This design comes from an exercise in tuning for small area and a short achievable clock period on the open sky130 flow, not from production work. In this exercise RTL edits were held to simulation tests only and were not proved equivalent to the original. Power is estimated from default activity; no workload was simulated.

**flow/config.mk**
```make
export PLATFORM = sky130hd
export DESIGN_NAME = sbfp_pipe
export DESIGN_NICKNAME = sbfp_pipe
export VERILOG_FILES = /design/flow/design.v
export SDC_FILE = /design/flow/constraint.sdc
export NUM_CORES = 4
export LEC_CHECK = 0
export CAP_MARGIN = 20
export CORE_MARGIN = 2
export CORE_UTILIZATION = 40
export SLEW_MARGIN = 20
```
**flow/design.v**
```verilog
module sbfp_pipe (
    input  wire        clk,
    input  wire        rst,         
    input  wire        in_valid,
    input  wire [1:0]  op,
    input  wire [63:0] x,
    input  wire [15:0] y,
    output reg         out_valid,
    output wire [63:0] r
);
    wire [15:0] a = x[15:0];
    wire [15:0] b = y;
    wire       sa = a[15], sb = b[15];
    wire [4:0] ea = a[14:10], eb = b[14:10];
    wire [9:0] fa = a[9:0],   fb = b[9:0];
    wire       na = |ea, nb = |eb;
    wire [4:0] Ea = {ea[4:1], ea[0] | ~na};         
    wire [4:0] Eb = {eb[4:1], eb[0] | ~nb};
    wire [10:0] siga = {na, fa};
    wire [10:0] sigb = {nb, fb};
    wire       amax = &ea, bmax = &eb;
    wire       fa_nz = |fa, fb_nz = |fb;
    wire       a_nan = amax & fa_nz, b_nan = bmax & fb_nz;
    wire       a_inf = amax & ~fa_nz, b_inf = bmax & ~fb_nz;
    wire       a_zero = ~na & ~fa_nz, b_zero = ~nb & ~fb_nz;
    wire [21:0] prod = siga * sigb;
    wire [6:0]  e21_mul = {2'b00, Ea} + {2'b00, Eb} - 7'd14;
    wire        m_nan = a_nan | b_nan | (a_inf & b_zero) | (b_inf & a_zero);
    wire        m_inf = a_inf | b_inf;
    wire        m_sign = (sa ^ sb) & ~a_zero & ~b_zero;
    wire        swap = b[14:0] > a[14:0];
    wire [4:0]  EL   = swap ? Eb : Ea;
    wire [4:0]  ES   = swap ? Ea : Eb;
    wire [10:0] sigl = swap ? sigb : siga;
    wire [10:0] sigs = swap ? siga : sigb;
    wire [4:0]  d    = EL - ES;
    wire [11:0] bsh  = {sigs, 1'b0} >> d;
    reg  [10:0] smask;
    integer i;
    always @* for (i = 0; i <= 10; i = i + 1) smask[i] = (d >= i + 2);
    wire        sticky = |(sigs & smask);
    wire        eff_sub = sa ^ sb;
    wire [13:0] opl = {1'b0, sigl, 2'b00};
    wire [13:0] ops = {1'b0, bsh, sticky};
    wire [13:0] sum = eff_sub ? opl - ops : opl + ops;
    wire        a_cancel = (a[14:0] == b[14:0]) & (eff_sub | a_zero);
    wire        s_sign = (swap ? sb : sa) & ~a_cancel;
    wire        s_nan = a_nan | b_nan | (a_inf & b_inf & eff_sub);
    wire        s_inf = a_inf | b_inf;
    wire        s_isign = a_inf ? sa : sb;
    wire        t  = x[63];
    wire [10:0] xe = x[62:52];
    wire [51:0] g  = x[51:0];
    wire        g_nz = |g;
    wire        x_max = &xe;
    wire        x_zero = ~|xe & ~g_nz;
    wire [9:0]  nan_pl = g_nz ? ((|g[50:41]) ? g[50:41] : 10'd1) : 10'd0;
    wire [11:0] xe_m = {1'b0, xe} - 12'd1008;
    wire [6:0]  e21_enc = xe_m[11] ? ((xe < 11'd996) ? 7'h74 : xe_m[6:0])
                        : ((xe > 11'd1039) ? 7'd31 : xe_m[6:0]);
    reg  [21:0] V;
    reg  [6:0]  E21;
    reg         sgn, spec;
    always @* begin
        case (op)
            2'b00: begin    
                spec = x_max;
                sgn  = t & ~x_zero;
                if (x_max) begin
                    V = {1'b1, nan_pl, 11'd0}; E21 = 7'd1;
                end else begin
                    V = x_zero ? 22'd0 : {1'b1, g[51:42], 11'd0}; E21 = e21_enc;
                end
            end
            2'b01: begin    
                spec = amax;
                sgn  = sa;
                V    = amax ? {1'b1, fa_nz, fa, 10'd0} : {na, fa, 11'd0};
                E21  = {2'b00, Ea};
            end
            2'b10: begin    
                spec = m_nan | m_inf;
                sgn  = m_nan ? 1'b0 : m_sign | (m_inf & (sa ^ sb));
                V    = (m_nan | m_inf) ? {1'b1, 9'd0, m_nan, 11'd0} : prod;
                E21  = (m_nan | m_inf) ? 7'd1 : e21_mul;
            end
            default: begin  
                spec = s_nan | s_inf;
                sgn  = s_nan ? 1'b0 : (s_inf ? s_isign : s_sign);
                V    = (s_nan | s_inf) ? {1'b1, 9'd0, s_nan, 11'd0} : {sum, 8'd0};
                E21  = (s_nan | s_inf) ? 7'd1 : {2'b00, EL} + 7'd1;
            end
        endcase
    end
    reg         v1;
    reg  [21:0] V1;
    reg  [6:0]  E1;
    reg         sgn1, spec1, dec1;
    always @(posedge clk) begin
        out_valid <= in_valid & ~rst;
        V1   <= V;
        E1   <= E21;
        sgn1 <= sgn;
        spec1 <= spec;
        dec1 <= (op == 2'b01);
    end
    wire        rmode = E1[6] | (E1 == 7'd0);           
    reg  [21:0] lim;
    integer j;
    always @* for (j = 0; j <= 21; j = j + 1)
        lim[j] = ~dec1 & (E1 == 7'd22 - j);
    wire [21:0] Vm = V1 | lim;
    reg  [4:0]  lz;
    integer k;
    always @* begin
        lz = 5'd22;
        for (k = 0; k <= 21; k = k + 1)
            if (Vm[k]) lz = 5'd21 - k;
    end
    wire [5:0]  sh = rmode ? (6'd32 - E1[5:0]) : {1'b0, ~lz};
    wire [54:0] U  = {13'd0, V1, 20'd0} >> sh;
    wire [10:0] W  = U[10:0];
    wire [6:0]  ex = E1 - {2'b00, lz};
    wire        ovf = W[10] & ~ex[6] & (ex[5] | (&ex[4:0]));    
    wire [4:0]  ef = (spec1 | ovf) ? 5'd31 : (W[10] ? ex[4:0] : 5'd0);
    wire [9:0]  ff = (ovf & ~spec1) ? 10'd0 : W[9:0];
    wire [10:0] dex = spec1 ? 11'h7FF : (W[10] ? 11'd1008 + {{4{ex[6]}}, ex} : 11'd0);
    assign r[63]    = dec1 & sgn1;
    assign r[62:52] = dec1 ? dex : 11'd0;
    assign r[51:42] = dec1 ? W[9:0] : 10'd0;
    assign r[41]    = dec1 & spec1 & V1[10];
    assign r[40:16] = 25'd0;
    assign r[15]    = ~dec1 & sgn1;
    assign r[14:10] = dec1 ? 5'd0 : ef;
    assign r[9:0]   = dec1 ? 10'd0 : ff;
endmodule
```
**flow/run.sh**
```bash
#!/bin/bash
# synth_recipe.tcl (not shown) runs the flow's synth.tcl, then flattens the netlist and writes it again
# the make line also repeats each setting of config.mk as NAME=value (left out here)
make -C /OpenROAD-flow-scripts/flow DESIGN_CONFIG=/design/flow/config.mk WORK_HOME=/design/flow/orfs CLKGATE_MAP_FILE= SYNTH_SCRIPT=/design/flow/synth_recipe.tcl finish
```
**flow/constraint.sdc**
```tcl
create_clock -name core_clock -period 14.0 [get_ports {clk}]
set_input_delay 2.8000 -clock core_clock [delete_from_list [all_inputs] [get_ports {clk}]]
set_output_delay 2.8000 -clock core_clock [all_outputs]
set_load 0.01 [all_outputs]
```
==> results.txt <==
- CTS tree: built
- LEAKAGE: 5.95 nW
- Initial antenna violation count: 0
- Pin count of the biggest net entering global routing: 35
- DRC: 0
- Cell-internal power: 0.933 mW
- Netlist Area Pre-Place: 11,400 um^2
- Vias in the first global route: 11,081
- Worst setup EP type: register
- Setup crit start kind: input port
- Remaining global-route overflow: 0
- Routed via count: 11,436
- Final worst-path cycle share: 74.7%
- Comb power frac: 86.3%
- CTS root buf: clkbuf_16
- Area share of the largest cell type after synthesis: 14.7%
- Ys async rst share: 0%
- WL final: 38,600 um
- Synth Area per Inst: 7.31 um^2
- WL per Instance: 19.4 um
- Layout Nets: 1,917
- Placer Congestion: 0.947
- Status: complete, no violations
- HPWL after DPL: 31,300 um
- Synth top area cells: ha_1, fa_1, nand2_1
- I/O pin total: 150
- Final hold vios: 0
- Post-synthesis cell count: 1,556
- Yosys reg bits: 33
- Fmax: 95.6 MHz
- Row count: 61
- Crit path time final: 10.46 ns
- Chip Height: 173 um
- Antenna fix cells: 0
- First-pass iteration count of the detailed router: 6
- Cell taking the most area after synthesis: ha_1
- VDD IR max: 0.162 mV
- CP max stage cell: clkdlybuf4s50_1
- RSZ-0062 raised after global routing: false
- Power Density: 162 nW/um^2
- Count of hold-fix buffers inserted at cts: 0
- Min-delay worst type: input port to register
- Top_reg_cell synth: dfxtp_1
- Area grow syn2layout: 13.5%
- Max-Cap Viols: 0
- Remaining antenna violation count: 0
- Clock Path Buffers: 2
- Initial drt markers: 1,011
- CP max FO: 17
- CTS resizes: 0
- Num CTS Buffers: 5
- Slew Limit Fails: 0
- Clock-pin slew on the worst setup and hold paths: 0.06 ns
- Clk pwr share: 5.3%
- Dpl cells: 1,986
- EDFF count, synth: 0
- Switching Fraction: 55.3%
- Synthesis Warnings: 1
- Via density: 5.74
- Initial Util: 40.8%
- Data arrival, critical path: 10.60 ns
- Hold Path Depth: 2
- # setup viols final: 0
- Critical path's largest stage delay: 0.94 ns
- IO buf count: 124
- Gr usage total: 25.2%
- Die width: 173 um
- Tightest Pin Transition: 0.967 ns
- Cell variety after synth: 84
- Setup TNS: 0 ns
- Hold Slack: 3.05 ns
- Sink Count: 33
- P_sw: 1.15 mW
- Layout cell share with drive strength beyond 1: 4.52%
- Htree depth: 2
- Sequential fraction of the synthesis area: 5.81%
- First-pass GRT wire length: 60,900 um
- Area of the die: 29,800 um^2
- Setup CP Type: input port to register
- Total core area: 27,900 um^2
- Non-filler cells, final: 1,994
- Final Total Pwr: 2.08 mW
- Slew HR: 34.7%
- Post-CTS Setup Inserts: 0
- WP data required: 14.15 ns
- Seq pwr share: 8.4%
-- per-layer routing --
layer	wire length [um]	up-vias	GRT usage, %
met5	0	-	0
met4	1220	0	8.08
met3	2340	72	2.18
met2	18200	498	43.4
met1	16800	5410	33.3
li1	-	5456	-
-- layout by cell type, fill, tap and decap left out, types with 7 or more instances in the layout --
master / n
clkdlybuf4s50_1: 124
a211oi_1: 17
a31oi_1: 26
a311oi_1: 12
nor4_1: 15
nor2_1: 129
a31o_2: 8
nand2b_1: 11
and3_1: 18
buf_4: 14
o21bai_1: 15
nor2b_1: 12
mux2i_1: 54
and2_1: 48
xnor2_1: 28
a21o_1: 19
inv_1: 168
mux2_2: 17
a21oi_1: 86
nand3_1: 38
o22ai_1: 13
fa_1: 83
o221ai_1: 7
a221oi_1: 7
nor3_1: 32
or3_1: 7
xor2_1: 15
conb_1: 25
dfxtp_1: 33
a21boi_0: 8
nand2_1: 189
ha_1: 134
o21ai_0: 88
-- critical path, delay by kind of cell --
family | cells | cell delay (ns)
xor gates and xnor gates | 1 | 0.17
adders and majority gates | 4 | 1.07
AOI/OAI and AO/OA | 18 | 4.27
buffers and inverters | 5 | 1.44
and+or+nand+nor | 4 | 0.86
-- cell usage after synthesis (all sizes together), types with 5 or more instances --
library cell    n
and2           49
nor4           16
dfxtp          33
nand4           5
nor2b          12
a21boi          8
or2             6
nand2b         11
o22ai          13
inv           168
a311oi         12
and3           18
a31o            9
mux2i          54
xor2           16
or3             7
clkbuf         69
nor2          129
o221ai          7
a211oi         19
and4            5
nand2         189
a31oi          27
o211ai          6
o31ai           6
a21oi          88
buf            41
mux2           18
a21o           19
or4             5
o21ai          94
nor3           32
a22oi           5
a221oi          7
o21a            5
xnor2          28
ha            134
fa             83
nand3          38
o21bai         15
-- power by group through the flow --
stage | clock network, mW | registers (mW) | logic, mW
floorplan | 0 | 0.145 | 1.25
global placement | 0 | 0.174 | 1.76
detailed placement | 0 | 0.174 | 1.76
CTS | 0.111 | 0.173 | 1.77
global route | 0.114 | 0.176 | 1.97
finish | 0.110 | 0.175 | 1.80
-- kinds of logic (layout without fill, tap and decap cells) --
kind of cell    count (synthesis)  after routing  synth area share [%]
other cells                     1             25                0.0330
flops                          33             33                  5.81
compound gates                375            375                  21.8
simple gates                  530            530                  22.0
xor+xnor                       44             44                  3.39
mux                            76             76                  7.33
buf+inv                       280            316                  10.4
fa+ha+maj                     217            217                  29.4
-- metrics by stage --
| stage | util, % | setup WS, ns | cell area (um^2) |
|---|---|---|---|
| global route | 46.3 | 3.03 | 12900 |
| floorplan | - | 4.71 | 11500 |
| finish | 46.3 | 3.54 | 12900 |
| detailed placement | 45.8 | 3.49 | 12700 |
| global placement | 45.8 | 3.63 | 12700 |
| CTS | 46.3 | 3.77 | 12900 |
-- sequential cells by signal, summed over array words and instances, names as in the netlist --
name / cells
V1: 22
out_valid: 1
spec1: 1
dec1: 1
E1: 7
sgn1: 1
-- area by class of cell --
cell class / count / area [um^2]
clock buffer: 5 / 125
clock inverter: 3 / 17.5
fill: 2853 / 15000
inverter: 170 / 638
multi-input combinational: 1267 / 9650
sequential: 33 / 661
tap: 378 / 473
timing repair buffer: 138 / 1350
-- path summary, 6_finish.rpt --
path | from | endpoint | slack (ns)
worst max-delay path | x[4] | V1[20] | 3.54
worst min-delay path | rst | out_valid | 3.05

## re-timing with driven ports
The results above use ideal ports. As a check the final layout listed here was re-extracted and re-timed, cells and wires unchanged.
Step 1: set_driving_cell puts a clkbuf_16 on clk and a buf_2 on each other input, an assumption about the parent block.
Step 2 also shifts input and output timing later by t, the mid clock arrival at the registers, as if the neighbouring blocks saw the same clock.
Three values: no drivers, after step 1, after step 2; two values: the first two.
shift t [ns]: 0.325
setup WS [ns]: 3.541 / 3.551 / 3.226
cell pins on the clock port's net: 1
After both steps this run still meets setup and hold. For this run, drivers alone change the setup slack by +0.010 ns; drivers and shift together by -0.315 ns.
